Background: an optimization exercise with open tools, aiming at small area. Do not read the settings as production practice.
Only simulation tests tie the RTL to the original design; equivalence was not proved.
No activity file was given, so power comes from the tool's default toggle rates.

--- flow/run.sh ---
#!/bin/bash
# synth_recipe.tcl (not shown) runs the flow's synth.tcl, then flattens the netlist and writes it again
# the make line also repeats each setting of config.mk as NAME=value (left out here)
make -C /OpenROAD-flow-scripts/flow DESIGN_CONFIG=/design/flow/config.mk WORK_HOME=/design/flow/orfs CLKGATE_MAP_FILE= SYNTH_SCRIPT=/design/flow/synth_recipe.tcl finish
--- flow/config.mk ---
export PLATFORM = sky130hd
export DESIGN_NAME = sfc
export DESIGN_NICKNAME = sfc
export VERILOG_FILES = /design/flow/design.v
export SDC_FILE = /design/flow/constraint.sdc
export NUM_CORES = 4
export LEC_CHECK = 0
export CAP_MARGIN = 20
export CORE_MARGIN = 2
export CORE_UTILIZATION = 40
export SLEW_MARGIN = 20
--- flow/constraint.sdc ---
create_clock -name core_clock -period 12.0 [get_ports {clk}]
set_input_delay 2.4000 -clock core_clock [delete_from_list [all_inputs] [get_ports {clk}]]
set_output_delay 2.4000 -clock core_clock [all_outputs]
set_load 0.01 [all_outputs]
--- flow/design.v ---
module sfc_encoder (
    input  wire [7:0]   cmd,
    input  wire [95:0]  payload,    
    output wire [151:0] frame       
);
    reg [7:0] csum;
    integer i;
    always @* begin
        csum = cmd - 8'd2;
        for (i = 0; i < 12; i = i + 1)
            csum = csum + payload[8*i +: 8];
    end
    assign frame = {8'hAB, csum, 8'hFF, 8'hFF, payload, cmd, 8'hB4, 8'hAA};
endmodule
module sfc_decoder (
    input  wire [79:0] frame,       
    input  wire        fwcs_en,     
    output wire [7:0]  typetag,
    output wire [7:0]  csum_calc,
    output wire        csum_ok,
    output wire        malformed,   
    output wire        bad_csum,    
    output wire        is_data,     
    output wire        is_fw,       
    output wire [15:0] pm25,
    output wire [15:0] pm10,
    output wire [7:0]  fw_year,
    output wire [7:0]  fw_month,
    output wire [7:0]  fw_day,
    output wire [15:0] fw_id
);
    wire [7:0] f2 = frame[23:16];
    wire [7:0] f3 = frame[31:24];
    wire [7:0] f4 = frame[39:32];
    wire [7:0] f5 = frame[47:40];
    wire [7:0] f6 = frame[55:48];
    wire [7:0] f7 = frame[63:56];
    wire [7:0] f8 = frame[71:64];
    wire [7:0] f9 = frame[79:72];
    assign typetag   = frame[15:8];
    assign csum_calc = f2 + f3 + f4 + f5 + f6 + f7;
    assign csum_ok   = (csum_calc == f8);
    assign malformed = (f9 != 8'hAB);
    assign is_data   = (typetag == 8'hC0);
    assign is_fw     = (typetag == 8'hC5);
    assign bad_csum  = !csum_ok && !(is_fw && !fwcs_en);
    assign pm25     = {f3, f2};
    assign pm10     = {f5, f4};
    assign fw_year  = f3;
    assign fw_month = f4;
    assign fw_day   = f5;
    assign fw_id    = {f7, f6};
endmodule
module sfc (
    input  wire       clk,
    input  wire       rst,           
    input  wire       host_we,
    input  wire [7:0] host_addr,
    input  wire [7:0] host_wdata,
    output reg  [7:0] host_rdata,
    output wire       tx_valid,
    output wire [7:0] tx_data,
    input  wire       tx_ack,
    input  wire       tx_err,
    output wire       rx_ready,
    input  wire       rx_valid,
    input  wire [7:0] rx_data,
    input  wire       rx_err,
    input  wire       timeout
);
    localparam A_OP      = 8'h00, A_STATUS  = 8'h01, A_CTRL    = 8'h02,
               A_ERRCODE = 8'h03, A_RKIND   = 8'h04, A_CMD     = 8'h05,
               A_PLEN    = 8'h06, A_ARG0    = 8'h07, A_ARG1    = 8'h08,
               A_TYPETAG = 8'h09, A_CSCALC  = 8'h0A, A_CSOK    = 8'h0B,
               A_DISCLO  = 8'h0C, A_DISCHI  = 8'h0D, A_TXCNT   = 8'h0E,
               A_RXCNT   = 8'h0F, A_PAYLOAD = 8'h10, A_TXBUF   = 8'h20,
               A_RXBUF   = 8'h40, A_PM25LO  = 8'h50, A_PM25HI  = 8'h51,
               A_PM10LO  = 8'h52, A_PM10HI  = 8'h53, A_FWYEAR  = 8'h54,
               A_FWMONTH = 8'h55, A_FWDAY   = 8'h56, A_FWIDLO  = 8'h57,
               A_FWIDHI  = 8'h58;
    localparam OP_SET_MODE = 8'h02, OP_QUERY = 8'h04, OP_DEVID  = 8'h05,
               OP_SLEEP    = 8'h06, OP_FW    = 8'h07, OP_PERIOD = 8'h08,
               OP_ENCODE   = 8'h10, OP_SYNC  = 8'h11, OP_DECODE = 8'h12,
               OP_XACT     = 8'h13;
    localparam E_NONE = 8'd0, E_INVAL = 8'd1, E_TRANSPORT = 8'd2, E_MALFORMED = 8'd3,
               E_CSUM = 8'd4, E_TIMEOUT = 8'd5, E_ABORTED = 8'd6;
    localparam K_NONE = 8'd0, K_ACK = 8'd1, K_DATA = 8'd2, K_FW = 8'd3,
               K_UNKNOWN = 8'd4, K_ENCODED = 8'd5, K_FRAME = 8'd6;
    localparam P_IDLE = 2'd0, P_TX = 2'd1, P_HUNT = 2'd2, P_CAPTURE = 2'd3;
    reg [1:0]   phase;
    reg [7:0]   op_q;
    reg         done_q, err_q, collide_q;
    reg         fwcs_en_q, to_en_q;
    reg [7:0]   errcode_q, rkind_q;
    reg [7:0]   cmd_q, plen_q, arg0_q, arg1_q;
    reg [7:0]   typetag_q, csum_calc_q, csum_ok_q;
    reg [15:0]  disc_q;
    reg [7:0]   txcnt_q, rxcnt_q;
    reg [95:0]  payload_q;    
    reg [151:0] txbuf_q;      
    reg [79:0]  rxbuf_q;      
    reg [15:0]  pm25_q, pm10_q;
    reg [7:0]   fw_year_q, fw_month_q, fw_day_q;
    reg [15:0]  fw_id_q;
    wire busy = (phase != P_IDLE);
    wire wr_op     = host_we && (host_addr == A_OP);
    wire wr_status = host_we && (host_addr == A_STATUS);
    wire wr_ctrl   = host_we && (host_addr == A_CTRL);
    wire is_arg    = (host_addr >= A_CMD && host_addr <= A_ARG1) ||
                     (host_addr >= A_PAYLOAD && host_addr < A_PAYLOAD + 8'd12) ||
                     (host_addr >= A_RXBUF && host_addr < A_RXBUF + 8'd10);
    wire wr_arg    = host_we && is_arg;
    wire start     = wr_op && !busy;
    wire collide   = (wr_op || wr_arg) && busy;
    wire abort     = wr_ctrl && busy && host_wdata[2];
    reg [7:0]  enc_cmd;
    reg [95:0] enc_payload;
    reg        arg_bad;       
    integer i;
    always @* begin
        enc_cmd     = host_wdata;
        enc_payload = 96'd0;
        arg_bad     = 1'b0;
        case (host_wdata)
            OP_SET_MODE: begin
                arg_bad = (arg0_q > 8'd1);
                enc_payload[7:0]  = 8'h01;
                enc_payload[15:8] = (arg0_q == 8'd0) ? 8'h00 : 8'h01;
            end
            OP_SLEEP: begin
                arg_bad = (arg0_q > 8'd1);
                enc_payload[7:0]  = 8'h01;
                enc_payload[15:8] = (arg0_q == 8'd1) ? 8'h00 : 8'h01;
            end
            OP_PERIOD: begin
                enc_payload[7:0]  = 8'h01;
                enc_payload[15:8] = arg0_q;
            end
            OP_DEVID: begin
                enc_payload[87:80] = arg0_q;
                enc_payload[95:88] = arg1_q;
            end
            OP_ENCODE, OP_XACT: begin
                enc_cmd = cmd_q;
                arg_bad = (plen_q > 8'd12);
                for (i = 0; i < 12; i = i + 1)
                    if (i < plen_q)
                        enc_payload[8*i +: 8] = payload_q[8*i +: 8];
            end
            default: ;
        endcase
    end
    wire [151:0] enc_frame;
    sfc_encoder u_enc (
        .cmd     (enc_cmd),
        .payload (enc_payload),
        .frame   (enc_frame)
    );
    wire last_byte = (phase == P_CAPTURE) && (rxcnt_q == 8'd9);
    wire [79:0] dec_frame = last_byte ? {rx_data, rxbuf_q[71:0]} : rxbuf_q;
    wire [7:0]  dec_typetag, dec_csum_calc;
    wire        dec_csum_ok, dec_malformed, dec_bad_csum, dec_is_data, dec_is_fw;
    wire [15:0] dec_pm25, dec_pm10, dec_fw_id;
    wire [7:0]  dec_fw_year, dec_fw_month, dec_fw_day;
    sfc_decoder u_dec (
        .frame     (dec_frame),
        .fwcs_en   (fwcs_en_q),
        .typetag   (dec_typetag),
        .csum_calc (dec_csum_calc),
        .csum_ok   (dec_csum_ok),
        .malformed (dec_malformed),
        .bad_csum  (dec_bad_csum),
        .is_data   (dec_is_data),
        .is_fw     (dec_is_fw),
        .pm25      (dec_pm25),
        .pm10      (dec_pm10),
        .fw_year   (dec_fw_year),
        .fw_month  (dec_fw_month),
        .fw_day    (dec_fw_day),
        .fw_id     (dec_fw_id)
    );
    function [7:0] decode_kind;
        input [7:0] op;
        input       data, fw;
        begin
            case (op)
                OP_SET_MODE, OP_SLEEP, OP_PERIOD, OP_DEVID:
                    decode_kind = K_ACK;
                OP_QUERY:
                    decode_kind = data ? K_DATA : K_UNKNOWN;
                OP_FW:
                    decode_kind = fw ? K_FW : K_UNKNOWN;
                default:    
                    decode_kind = data ? K_DATA : (fw ? K_FW : K_UNKNOWN);
            endcase
        end
    endfunction
    task finish;
        input [7:0] kind;
        begin
            errcode_q <= E_NONE;
            rkind_q   <= kind;
            phase     <= P_IDLE;
            done_q    <= 1'b1;
            err_q     <= 1'b0;
        end
    endtask
    task fail;
        input [7:0] code;
        begin
            errcode_q <= code;
            rkind_q   <= K_NONE;
            phase     <= P_IDLE;
            done_q    <= 1'b1;
            err_q     <= 1'b1;
        end
    endtask
    task decode_and_record;
        input [7:0] op;
        reg   [7:0] kind;
        begin
            typetag_q   <= dec_typetag;
            csum_calc_q <= dec_csum_calc;
            csum_ok_q   <= {7'd0, dec_csum_ok};
            if (dec_malformed)
                fail(E_MALFORMED);
            else if (dec_bad_csum)
                fail(E_CSUM);
            else begin
                kind = decode_kind(op, dec_is_data, dec_is_fw);
                if (kind == K_DATA) begin
                    pm25_q <= dec_pm25;
                    pm10_q <= dec_pm10;
                end
                if (kind == K_FW) begin
                    fw_year_q  <= dec_fw_year;
                    fw_month_q <= dec_fw_month;
                    fw_day_q   <= dec_fw_day;
                    fw_id_q    <= dec_fw_id;
                end
                finish(kind);
            end
        end
    endtask
    always @(posedge clk) begin
        if (rst) begin
            phase       <= P_IDLE;
            op_q        <= 8'd0;
            done_q      <= 1'b0;
            err_q       <= 1'b0;
            collide_q   <= 1'b0;
            fwcs_en_q   <= 1'b1;
            to_en_q     <= 1'b0;
            errcode_q   <= 8'd0;
            rkind_q     <= 8'd0;
            cmd_q       <= 8'd0;
            plen_q      <= 8'd0;
            arg0_q      <= 8'd0;
            arg1_q      <= 8'd0;
            typetag_q   <= 8'd0;
            csum_calc_q <= 8'd0;
            csum_ok_q   <= 8'd0;
            disc_q      <= 16'd0;
            txcnt_q     <= 8'd0;
            rxcnt_q     <= 8'd0;
            payload_q   <= 96'd0;
            txbuf_q     <= 152'd0;
            rxbuf_q     <= 80'd0;
            pm25_q      <= 16'd0;
            pm10_q      <= 16'd0;
            fw_year_q   <= 8'd0;
            fw_month_q  <= 8'd0;
            fw_day_q    <= 8'd0;
            fw_id_q     <= 16'd0;
        end else begin
            if (collide)
                collide_q <= 1'b1;
            else if (wr_status && host_wdata[3])
                collide_q <= 1'b0;
            if (wr_ctrl && !busy) begin
                fwcs_en_q <= host_wdata[0];
                to_en_q   <= host_wdata[1];
            end
            if (wr_arg && !busy) begin
                case (host_addr)
                    A_CMD:  cmd_q  <= host_wdata;
                    A_PLEN: plen_q <= host_wdata;
                    A_ARG0: arg0_q <= host_wdata;
                    A_ARG1: arg1_q <= host_wdata;
                    default: ;
                endcase
                for (i = 0; i < 12; i = i + 1)
                    if (host_addr == A_PAYLOAD + i)
                        payload_q[8*i +: 8] <= host_wdata;
                for (i = 0; i < 10; i = i + 1)
                    if (host_addr == A_RXBUF + i)
                        rxbuf_q[8*i +: 8] <= host_wdata;
            end
            if (start) begin
                op_q        <= host_wdata;
                done_q      <= 1'b0;
                err_q       <= 1'b0;
                errcode_q   <= 8'd0;
                rkind_q     <= 8'd0;
                typetag_q   <= 8'd0;
                csum_calc_q <= 8'd0;
                csum_ok_q   <= 8'd0;
                disc_q      <= 16'd0;
                txcnt_q     <= 8'd0;
                rxcnt_q     <= 8'd0;
                pm25_q      <= 16'd0;
                pm10_q      <= 16'd0;
                fw_year_q   <= 8'd0;
                fw_month_q  <= 8'd0;
                fw_day_q    <= 8'd0;
                fw_id_q     <= 16'd0;
                case (host_wdata)
                    OP_SET_MODE, OP_QUERY, OP_DEVID, OP_SLEEP, OP_FW, OP_PERIOD,
                    OP_XACT: begin
                        if (arg_bad)
                            fail(E_INVAL);
                        else begin
                            txbuf_q <= enc_frame;
                            rxbuf_q <= 80'd0;
                            phase   <= P_TX;
                        end
                    end
                    OP_ENCODE: begin
                        if (arg_bad)
                            fail(E_INVAL);
                        else begin
                            txbuf_q <= enc_frame;
                            finish(K_ENCODED);
                        end
                    end
                    OP_SYNC: begin
                        rxbuf_q <= 80'd0;
                        phase   <= P_HUNT;
                    end
                    OP_DECODE:
                        decode_and_record(OP_DECODE);
                    default:
                        fail(E_INVAL);
                endcase
            end
            if (busy) begin
                if (abort)
                    fail(E_ABORTED);
                else if (phase == P_TX) begin
                    if (tx_err)
                        fail(E_TRANSPORT);
                    else if (tx_ack) begin
                        txcnt_q <= txcnt_q + 8'd1;
                        if (txcnt_q == 8'd18)
                            phase <= P_HUNT;
                    end
                end else begin
                    if (rx_err)
                        fail(E_TRANSPORT);
                    else if (timeout && to_en_q)
                        fail(E_TIMEOUT);
                    else if (rx_valid) begin
                        if (phase == P_HUNT) begin
                            if (rx_data == 8'hAA) begin
                                rxbuf_q[7:0] <= 8'hAA;
                                rxcnt_q      <= 8'd1;
                                phase        <= P_CAPTURE;
                            end else if (disc_q != 16'hFFFF)
                                disc_q <= disc_q + 16'd1;
                        end else begin
                            for (i = 1; i < 10; i = i + 1)
                                if (rxcnt_q == i)
                                    rxbuf_q[8*i +: 8] <= rx_data;
                            rxcnt_q <= rxcnt_q + 8'd1;
                            if (last_byte) begin
                                if (op_q == OP_SYNC)
                                    finish(K_FRAME);
                                else
                                    decode_and_record(op_q);
                            end
                        end
                    end
                end
            end
        end
    end
    assign tx_valid = (phase == P_TX);
    assign tx_data  = txbuf_q[8*txcnt_q[4:0] +: 8];
    assign rx_ready = (phase == P_HUNT) || (phase == P_CAPTURE);
    always @* begin
        host_rdata = 8'h00;
        case (host_addr)
            A_OP:      host_rdata = op_q;
            A_STATUS:  host_rdata = {4'd0, collide_q, err_q, done_q, busy};
            A_CTRL:    host_rdata = {6'd0, to_en_q, fwcs_en_q};
            A_ERRCODE: host_rdata = errcode_q;
            A_RKIND:   host_rdata = rkind_q;
            A_CMD:     host_rdata = cmd_q;
            A_PLEN:    host_rdata = plen_q;
            A_ARG0:    host_rdata = arg0_q;
            A_ARG1:    host_rdata = arg1_q;
            A_TYPETAG: host_rdata = typetag_q;
            A_CSCALC:  host_rdata = csum_calc_q;
            A_CSOK:    host_rdata = csum_ok_q;
            A_DISCLO:  host_rdata = disc_q[7:0];
            A_DISCHI:  host_rdata = disc_q[15:8];
            A_TXCNT:   host_rdata = txcnt_q;
            A_RXCNT:   host_rdata = rxcnt_q;
            A_PM25LO:  host_rdata = pm25_q[7:0];
            A_PM25HI:  host_rdata = pm25_q[15:8];
            A_PM10LO:  host_rdata = pm10_q[7:0];
            A_PM10HI:  host_rdata = pm10_q[15:8];
            A_FWYEAR:  host_rdata = fw_year_q;
            A_FWMONTH: host_rdata = fw_month_q;
            A_FWDAY:   host_rdata = fw_day_q;
            A_FWIDLO:  host_rdata = fw_id_q[7:0];
            A_FWIDHI:  host_rdata = fw_id_q[15:8];
            default: ;
        endcase
        for (i = 0; i < 12; i = i + 1)
            if (host_addr == A_PAYLOAD + i)
                host_rdata = payload_q[8*i +: 8];
        for (i = 0; i < 19; i = i + 1)
            if (host_addr == A_TXBUF + i)
                host_rdata = txbuf_q[8*i +: 8];
        for (i = 0; i < 10; i = i + 1)
            if (host_addr == A_RXBUF + i)
                host_rdata = rxbuf_q[8*i +: 8];
    end
endmodule
==> results.py <==
metrics = {
    "worst_hold_path": {
        "holdPathStages": 1,
        "holdPathEnd": "csum_ok_q[4]",
        "min_path_type": "reg -> reg",
        "worstHoldStart": "csum_ok_q[4]",
    },
    "drt": {
        "drt-pass1-iter-count": 9,
        "drc": 0,
        "wirelength_mm": 151,
        "wire_per_inst_microns": 34.1,
        "vias": 30000,
        "drt_iter0_markers": 5439,
        "antenna_left": 0,
        "via_per_inst": 6.77,
    },
    "die": {
        "dieArea_sq_um": 74500,
        "die_y_microns": 273,
        "start_util_pct": 40.4,
        "core_sq_um": 71600,
        "rows": 98,
        "io_pins": 50,
        "die-width_microns": 273,
    },
    "synth": {
        "synth_cells": 3498,
        "synth_top_family_by_area": "compound AO/OA/AOI/OAI gates",
        "ys_seq_area_share_pct": 33.2,
        "synth_compound_area_share_pct": 23.4,
        "synthArstFlopShare_pct": 0,
        "synth_simple_gate_area_share_pct": 19.7,
        "ys_warn_count": 2,
        "synth_xor_area_share_pct": 1.73,
        "synth_cell_types": 92,
        "synthAdderAreaFrac_pct": 7.91,
        "synth_edf_count": 0,
        "synth_area_sq_um": 28900,
        "synth-seq-cells": 480,
        "synth-main-ff-cell": "dfxtp_1",
        "synth_mux_area_share_pct": 8.91,
        "syn_area_per_cell_sq_um": 8.27,
        "synth_fp_nets": 3656,
    },
    "sta": {
        "slew_viol_final": 0,
        "worstMarginPinSlew_ns": 1.23,
        "clock_skew_ns": 0.0671,
        "grt_setup_unrepaired": "no",
        "fin_crit_ns": 10.27,
        "setup_slack_ns": 1.73,
        "holdWs_ns": 0.462,
        "fmax_mhz": 97.4,
        "period_share_pct": 85.6,
        "hold_viol_final": 0,
        "relSlewSlack_pct": 18.1,
        "tns_ns": 0,
        "setup_viol": 0,
    },
    "placed_design": {
        "dp_hpwl_mm": 111,
        "post-place-ws_ns": 1.85,
        "port_buffers": 49,
        "place.gp.congestion": 1.07,
        "place_inst": 4325,
        "placement.cell_area_sq_um": 30400,
    },
    "critical_path": {
        "crit_path_max_incr_delay_ns": 1.07,
        "slowest_stage": "a2111oi_2",
        "r2r_cells": 24,
        "cp_common_cell": "clkdlybuf4s50_1",
        "r2r_start": "plen_q[5]",
        "worstPathRequired_ns": 9.60,
        "start_kind": "input port",
        "r2r_end": "txbuf_q[143]",
        "crit_family": "buffers and inverters",
        "path_cells": "clkdlybuf4s50_1 > nor2_1 > nand3b_1 > buf_4 > or3_1 > nand4_1 > a22oi_1 > o41ai_1 > a311oi_1 > a2111oi_2 > clkdlybuf4s50_1",
        "crit_arrival_ns": 7.87,
        "worstSetupEndpointType": "output pin",
        "criticalPathCategory": "in -> out",
        "cp_max_fo": 12,
        "regToRegSetupSlack_ns": 4.36,
        "timing.critical_path.buf_inv": 3,
    },
    "clock_network": {
        "cts_setup_buffers": 0,
        "postCtsResizedCells": 0,
        "clock_path_buffers": 3,
        "tritoncts": "built",
        "clk_pin_slew_worst_paths_ns": 0.06,
        "insertion_delay_ns": 0.71,
        "cts.sinks": 480,
        "htreeDepth": 2,
        "cts_buffers": 56,
        "clock_tree.root_cell": "clkbuf_16",
        "postCtsHoldBufs": 0,
    },
    "final_layout": {
        "nets": 3591,
        "postLayoutCellArea_sq_um": 32500,
        "layout-drive-gt1-share_pct": 11.7,
        "utilization_pct": 45.4,
        "area_delta_synth_final_pct": 12.3,
        "final_cells": 4436,
    },
    "pwr": {
        "peakVddDrop_uv": 117,
        "cellLeakagePower_nw": 11.7,
        "power_density_nw_per_um2": 117,
        "power_mw": 3.79,
    },
    "status": {
        "run_status": "complete, no violations",
    },
    "global_route": {
        "grt_overflow": 0,
        "groute.usage.overall_pct": 39.5,
        "first_global_vias": 27400,
        "grt_start_max_net_pins": 176,
        "grt_pass1_wl_mm": 211,
        "antenna_found_initial": 11,
    },
    "job": {
        "max-cap-violations": 0,
    },
}
==> worst register-to-register path: cells and delay by family, from the launching register on <==
kind,cells,cell delay [ns]
buffers and inverters,4,0.21
adder cells (fa/ha/maj),7,3.15
flip-flops,1,0.53
XOR/XNOR,3,0.76
AO/OA/AOI/OAI,7,2.08
AND/OR/NAND/NOR,3,0.87
==> placed cells by master (no fill, tap or decap), types with 11 or more instances in the layout <==
cell type / count
nand2_1: 479
dfxtp_1: 478
a21oi_1: 361
nor2_1: 310
o21ai_0: 156
a22oi_1: 130
nand3_1: 128
a22o_1: 116
inv_1: 104
mux2_2: 99
buf_4: 98
fa_1: 95
and2_1: 79
mux2i_1: 57
clkbuf_16: 56
nor3_1: 52
o22ai_1: 52
clkdlybuf4s50_1: 41
mux4_2: 39
xnor2_1: 35
a211oi_1: 33
ha_1: 31
and3_1: 24
nand4_1: 24
a221oi_1: 20
o211ai_1: 19
nor2b_1: 18
a31oi_1: 18
nand2b_1: 16
clkinv_2: 14
a32oi_1: 13
nor4_1: 12
or3_1: 11
a221o_1: 11
==> how the worst max path moves through the flow <==
| stage | from | endpoint | slack (ns) | depth (start not counted) |
|---|---|---|---|---|
| after floorplan | host_wdata[4] | txbuf_q[143] | 3.26 | 24 |
| after global placement | host_wdata[5] | txbuf_q[143] | 1.95 | 25 |
| after detailed placement | host_wdata[5] | txbuf_q[143] | 1.85 | 25 |
| after CTS | host_addr[4] | host_rdata[0] | 2.33 | 10 |
| after global routing | host_wdata[4] | txbuf_q[143] | 1.84 | 25 |
| final | host_addr[7] | host_rdata[2] | 1.73 | 11 |
==> routing by layer <==
layer | up-vias | routed length [microns] | global-route usage, %
met5 | - | 90 | 0
met4 | 14 | 11000 | 22.5
met3 | 613 | 21100 | 13.0
met2 | 2307 | 59500 | 54.3
met1 | 14600 | 59400 | 53.7
li1 | 12500 | - | -
==> registers in the layout, indices dropped and copies added (netlist names), 2 cells and up <==
register / count
arg0_q: 8
arg1_q: 8
cmd_q: 8
csum_calc_q: 8
csum_ok_q: 8
disc_q: 16
errcode_q: 8
fw_day_q: 8
fw_id_q: 16
fw_month_q: 8
fw_year_q: 8
op_q: 8
payload_q: 96
phase: 2
plen_q: 8
pm10_q: 16
pm25_q: 16
rkind_q: 8
rxbuf_q: 80
rxcnt_q: 8
txbuf_q: 113
txcnt_q: 8
typetag_q: 8
==> power by group <==
group          switching [mW]  leakage, nW  total, mW  internal (mW)
registers            0.000371         3.86       1.59           1.59
logic                   0.206         6.79      0.265         0.0592
clock network           0.807        0.998       1.93           1.12
total                    1.01         11.7       3.79           2.77
==> final cells by class <==
cell class	count	area (sq um)
multi-input cells	2642	18000
repair buffers	146	1210
diodes	5	12.5
clock inverters	37	508
fillers	7166	39100
inverters	107	402
well taps	950	1190
clock buffers	69	1550
flip-flops and latches	480	9610
==> cell usage after synthesis (12+ instances only) <==
master    count  share of area [%]
a211oi_1     33               0.86
a21oi_1     366                6.3
a221oi_1     20               0.61
a22o_1      116                3.5
a22oi_1     130                3.4
a31oi_1      18               0.39
a32oi_1      13               0.39
and2_1       79                1.7
and3_1       24               0.52
buf_1        19               0.25
buf_2        57               0.99
clkbuf_1    190                2.5
dfxtp_1     480                 33
fa_1         95                6.6
ha_1         31                1.3
inv_1       104                1.3
mux2_2       99                3.9
mux2i_1      57                2.0
mux4_2       39                3.0
nand2_1     479                6.2
nand2b_1     16               0.35
nand3_1     128                2.2
nand4_1      24               0.52
nor2_1      310                4.0
nor2b_1      20               0.43
nor3_1       55               0.95
nor4_1       12               0.26
o211ai_1     19               0.49
o21ai_0     156                2.7
o22ai_1      52                1.1
xnor2_1      35                1.1
==> cell families after synthesis <==
kind of cell | count (synthesis)
flip-flops | 480
multiplexers | 196
buffers and inverters | 376
AO/OA/AOI/OAI | 1043
adder cells (fa/ha/maj) | 126
AND/OR/NAND/NOR | 1228
XOR/XNOR | 49

==> port drivers added, routing unchanged <==
Ports are ideal in the flow. The routed layout listed here was re-timed in OpenROAD. Step 1: set_driving_cell puts a clkbuf_16 on clk and a buf_2 on each other input, an assumption about the parent block. Step 2 adds t to the input delays and takes it off the output delays; t is the mean of the earliest and latest rising clock arrival at the registers after step 1. Input paths then give back, and output paths get back, about the clock's delay inside the block. Slacks: ideal ports / drivers / drivers and shift; pairs: ideal ports / drivers.
t (ns): 0.737
setup slack, ns: 1.733 / 1.702 / 1.632
worst slew at a driven data input, ns: 0.05
After both steps setup and hold are still met in this run. The setup slack of this run moves by -0.031 ns with the drivers and by -0.101 ns with both steps.
